What follows belongs to an exercise in optimizing a design on an open flow for small area, a short achievable clock period and few clock cycles per item; a production flow would make more cautious choices. Function was checked by simulation only, so behaviour that the tests miss may differ from the original.

==> flow/design.v (excerpt) <==
module geomloc (
    input  wire        clk,
    input  wire        rst,
    input  wire        start,
    output wire        ready,
    input  wire        op,             
    input  wire [1:0]  plane,          
    input  wire [15:0] width,
    input  wire [15:0] height,
    input  wire [5:0]  bitdepth,
    input  wire [1:0]  format,         
    input  wire [31:0] frame_index,
    input  wire [31:0] stream_size,
    output wire        done,
    output wire [3:0]  err,
    output wire [2:0]  res_bps,
    output wire [31:0] res_pdim,
    output wire [31:0] res_pcount,
    output wire [35:0] res_fbs,
    output wire [31:0] res_offset,
    output wire [31:0] res_frames
);
Size in the first run: ~3600 cells after synthesis, ~400 flip-flops, ~280 I/O pins, ~0.032 mm2 of cells after synthesis.
==> flow/config.mk <==
export PLATFORM = sky130hd
export DESIGN_NAME = geomloc
export DESIGN_NICKNAME = geomloc
export VERILOG_FILES = /design/flow/design.v
export SDC_FILE = /design/flow/constraint.sdc
export NUM_CORES = 4
export LEC_CHECK = 0
export CAP_MARGIN = 20
export CORE_MARGIN = 2
export CORE_UTILIZATION = 40
export PLACE_DENSITY = 0.6
export SLEW_MARGIN = 20
==> flow/constraint.sdc <==
create_clock -name core_clock -period 13.0 [get_ports {clk}]
set_input_delay 2.6000 -clock core_clock [delete_from_list [all_inputs] [get_ports {clk}]]
set_output_delay 2.6000 -clock core_clock [all_outputs]
set_load 0.01 [all_outputs]
standard.sh (not shown) runs the stock make flow with config.mk's settings and CLKGATE_MAP_FILE= SYNTH_SCRIPT=/design/flow/synth_recipe.tcl, a recipe that flattens the netlist after the stock synthesis.
==> flow/flow/run.sh <==
#!/bin/bash
# The standard layout (standard synthesis and ORFS steps) with two knobs:
#  - timing repair asked to leave more setup slack than the default,
#  - port buffers made with buf_2 cells (every port still gets its own buffer).
# make's output goes to standard_make.log; each ORFS step logs under orfs/logs/.
set -euo pipefail
bash standard.sh SETUP_SLACK_MARGIN=8.5 "BUFFER_PORTS_ARGS=-buffer_cell sky130_fd_sc_hd__buf_2" finish > standard_make.log 2>&1
Testbench counts at the start, summed over its fixed seeds: cycles 18,989, commands 3,200.
Then changed:
--- a/flow/design.v
+++ b/flow/design.v
@@ -90,17 +90,16 @@
     wire [1:0]  cnt_a_m1 = cnt_a - 2'd1;
     wire [3:0]  nib_nx  = ph[4*cnt_a_m1 +: 4];
     wire        bm1_nx  = (cnt_a_m1 == 2'd0) ? 1'b0 : ph[4*cnt_a_m1 - 1];
     wire [16:0] sel0 = ({17{bth_a[0]}} & {1'b0, pw}) | ({17{bth_a[1]}} & {pw, 1'b0});
     wire [16:0] sel1 = ({17{bth_a[3]}} & {1'b0, pw}) | ({17{bth_a[4]}} & {pw, 1'b0});
     wire [35:0] row0 = {{19{bth_a[2]}}, sel0 ^ {17{bth_a[2]}}};
     wire [35:0] row1 = {{17{bth_a[5]}}, sel1 ^ {17{bth_a[5]}}, 2'b00};
-    wire [35:0] add_a  = ({36{a_mul}} & {acc_a[31:0], 1'b0, bth_a[5], 1'b0, bth_a[2]}) | fa_t
-                       | ({36{a_aln}} & {4'd0, size_a});
-    wire [35:0] add_r0 = row0 | fc_t | {36{a_aln}};
+    wire [35:0] add_a  = ({36{a_mul}} & {acc_a[31:0], 1'b0, bth_a[5], 1'b0, bth_a[2]}) | fa_t;
+    wire [35:0] add_r0 = row0 | fc_t;
     wire [35:0] sum_a  = add_a + add_r0 + row1;
     reg [3:0] sa_n, sc_n;
     always @(*) begin
         sa_n = 4'b0001; sc_n = 4'b0000;
         case (fmt_a)
             2'd0: case (bps)                       
                 3'd1: begin sa_n = 4'b0010; sc_n = 4'b0010; end  
@@ -130,38 +129,40 @@
     wire [35:0] fc_t = ({36{sc[0]}} & {5'd0, pc[31:1]})
                      | ({36{sc[1]}} & {4'd0, pc})
                      | ({36{sc[2]}} & {3'd0, pc, 1'b0})
                      | ({36{sc[3]}} & {2'd0, pc, 2'b0});
     wire [35:0] fbs_new = sum_a;
     wire        zero = (acc_a == 36'd0);
     wire        big  = |acc_a[35:32];
-    reg  [4:0]  lzf, lzs, lzi;
+    reg  [4:0]  lzf, lzs;
     integer i;
     always @(*) begin
         lzf = 5'd31;
         lzs = 5'd31;
-        lzi = 5'd31;
         for (i = 0; i < 32; i = i + 1) begin
             if (acc_a[i])  lzf = 5'd31 - i[4:0];
             if (size_a[i]) lzs = 5'd31 - i[4:0];
-            if (idx_a[i])  lzi = 5'd31 - i[4:0];
         end
     end
     reg  [4:0]  lzs_r;                                    
     reg         szero_r;                                  
     wire [5:0]  km_s   = {1'b0, lzf} - {1'b0, lzs_r};
     wire [5:0]  km     = km_s[5] ? 6'd0 : km_s;           
+    wire [32:0] size_m1 = {1'b0, size_a} - 33'd1;
     wire        szero  = szero_r;
     wire        qzero  = big || szero;                    
     wire [4:0]  ks     = km[4:0] | 5'd1;                  
     wire [35:0] y_norm = {acc_a[33:0], 2'b00} << {km[4:1], 1'b0};    
-    reg  [4:0]  lzi_r;                                    
-    reg         inz_r;                                    
-    wire        hi      = inz_r && ((5'd31 - lzi_r) > ks);    
-    wire        idx_nz  = inz_r;
+    reg  [31:0] himask;
+    always @(*) begin
+        for (i = 0; i < 32; i = i + 1)
+            himask[i] = (i > ks);
+    end
+    wire        hi      = |(idx_a & himask);
+    wire        idx_nz  = |idx_a;
     wire [32:0] dv  = yv[33:1];                         
     wire [31:0] dvh = yv[33:2];                         
     wire [34:0] r1  = {3'b0, rem} - {2'b0, dv};
     wire [34:0] r2a = {3'b0, rem} - {3'b0, dvh};
     wire [34:0] x0  = {3'b0, rem};
     wire [34:0] x1  = ~{2'b0, dv};
     wire [34:0] x2  = ~{3'b0, dvh};
@@ -229,29 +230,25 @@
             sa       <= 4'd0;
             sc       <= 4'd0;
         end else if (a_mul) begin
             err_a    <= chk_err;
             bps_a    <= bps;
             lzs_r    <= lzs;
             szero_r  <= (size_a == 32'd0);
-            lzi_r    <= lzi;
-            inz_r    <= (idx_a != 32'd0);
             loc_ok   <= op_a && (chk_err == E_OK);
             acc_a    <= sum_a;
             cnt_a    <= cnt_a_m1;
             if (cnt_a == 2'd0) begin
                 sa      <= sa_n;
                 sc      <= sc_n;
                 bth_a   <= 6'd0;
             end else begin
                 bth_a   <= booth(nib_nx, bm1_nx);
             end
         end else if (a_fbs && loc_ok) begin
-            sa       <= 4'd0;
-            sc       <= 4'd0;
             acc_a    <= fbs_new;
         end
     end
     always @(posedge clk) begin
         rem   <= rem_n;
         yv    <= {2'b0, yv[35:2]};
         prod  <= loop_sum;
@@ -268,15 +265,15 @@
             yv     <= fbs_new;
         end
         if (xfer_l) begin
             q       <= 32'd0;
             qp      <= zero ? 32'hFFFF_FFFF : 32'd1;
             prod    <= 32'd0;
             yv      <= (zero || qzero) ? acc_a : y_norm;
-            rem     <= sum_a[31:0];      
+            rem     <= size_m1[31:0];
             cnt_b   <= km[4:1];
             gt_r    <= hi;
             eq_r    <= !hi;
             ib1_r   <= idx_a[ks];
             ib0_r   <= idx_a[{km[4:1], 1'b0}];
         end
     end
After rerunning:
- synthesized area shrinks by 0.56%
- routed wire length hardly moves
- count of clock-buffer cells in the layout is lower by 1
- cell area falls by about 3%
- critical path depth is higher by 7
- worst setup slack improved by 0.084 ns
- global-route usage is higher by 0.71 points
- die area drops by about 0.55%
- via count falls by about 1.3%
- core utilization goes down by 1.3 points
Testbench counts after the change, summed over its fixed seeds: cycles 18,989, commands 3,200.

[static timing again, ports no longer ideal]
Ports are ideal in the flow. The routed layouts listed here were re-timed in OpenROAD. Step 1, drivers: a clkbuf_16 drives clk and a buf_2 each remaining input, both assumed. Step 2 times the ports against the registers' clock, not the clock port: input delays grow and output delays shrink by t, the midpoint of the rising clock arrivals with the driver on. Three values: ideal, step 1, step 2; two values: the first two.
| run | t (ns) | setup WS [ns] | hold WS [ns] | worst register clock-pin slew, ns |
|---|---|---|---|---|
| the first run | 0.678 | 8.291 / 8.291 / 8.291 | 0.417 / 0.417 / 0.417 | 0.07 / 0.07 |
| the second run | 0.674 | 8.375 / 8.375 / 8.255 | 0.420 / 0.420 / 0.420 | 0.07 / 0.07 |
After both steps every run listed still meets setup and hold. The setup slack of the second run, which loses most, moves by 0.000 ns with the drivers and by -0.120 ns with both steps.
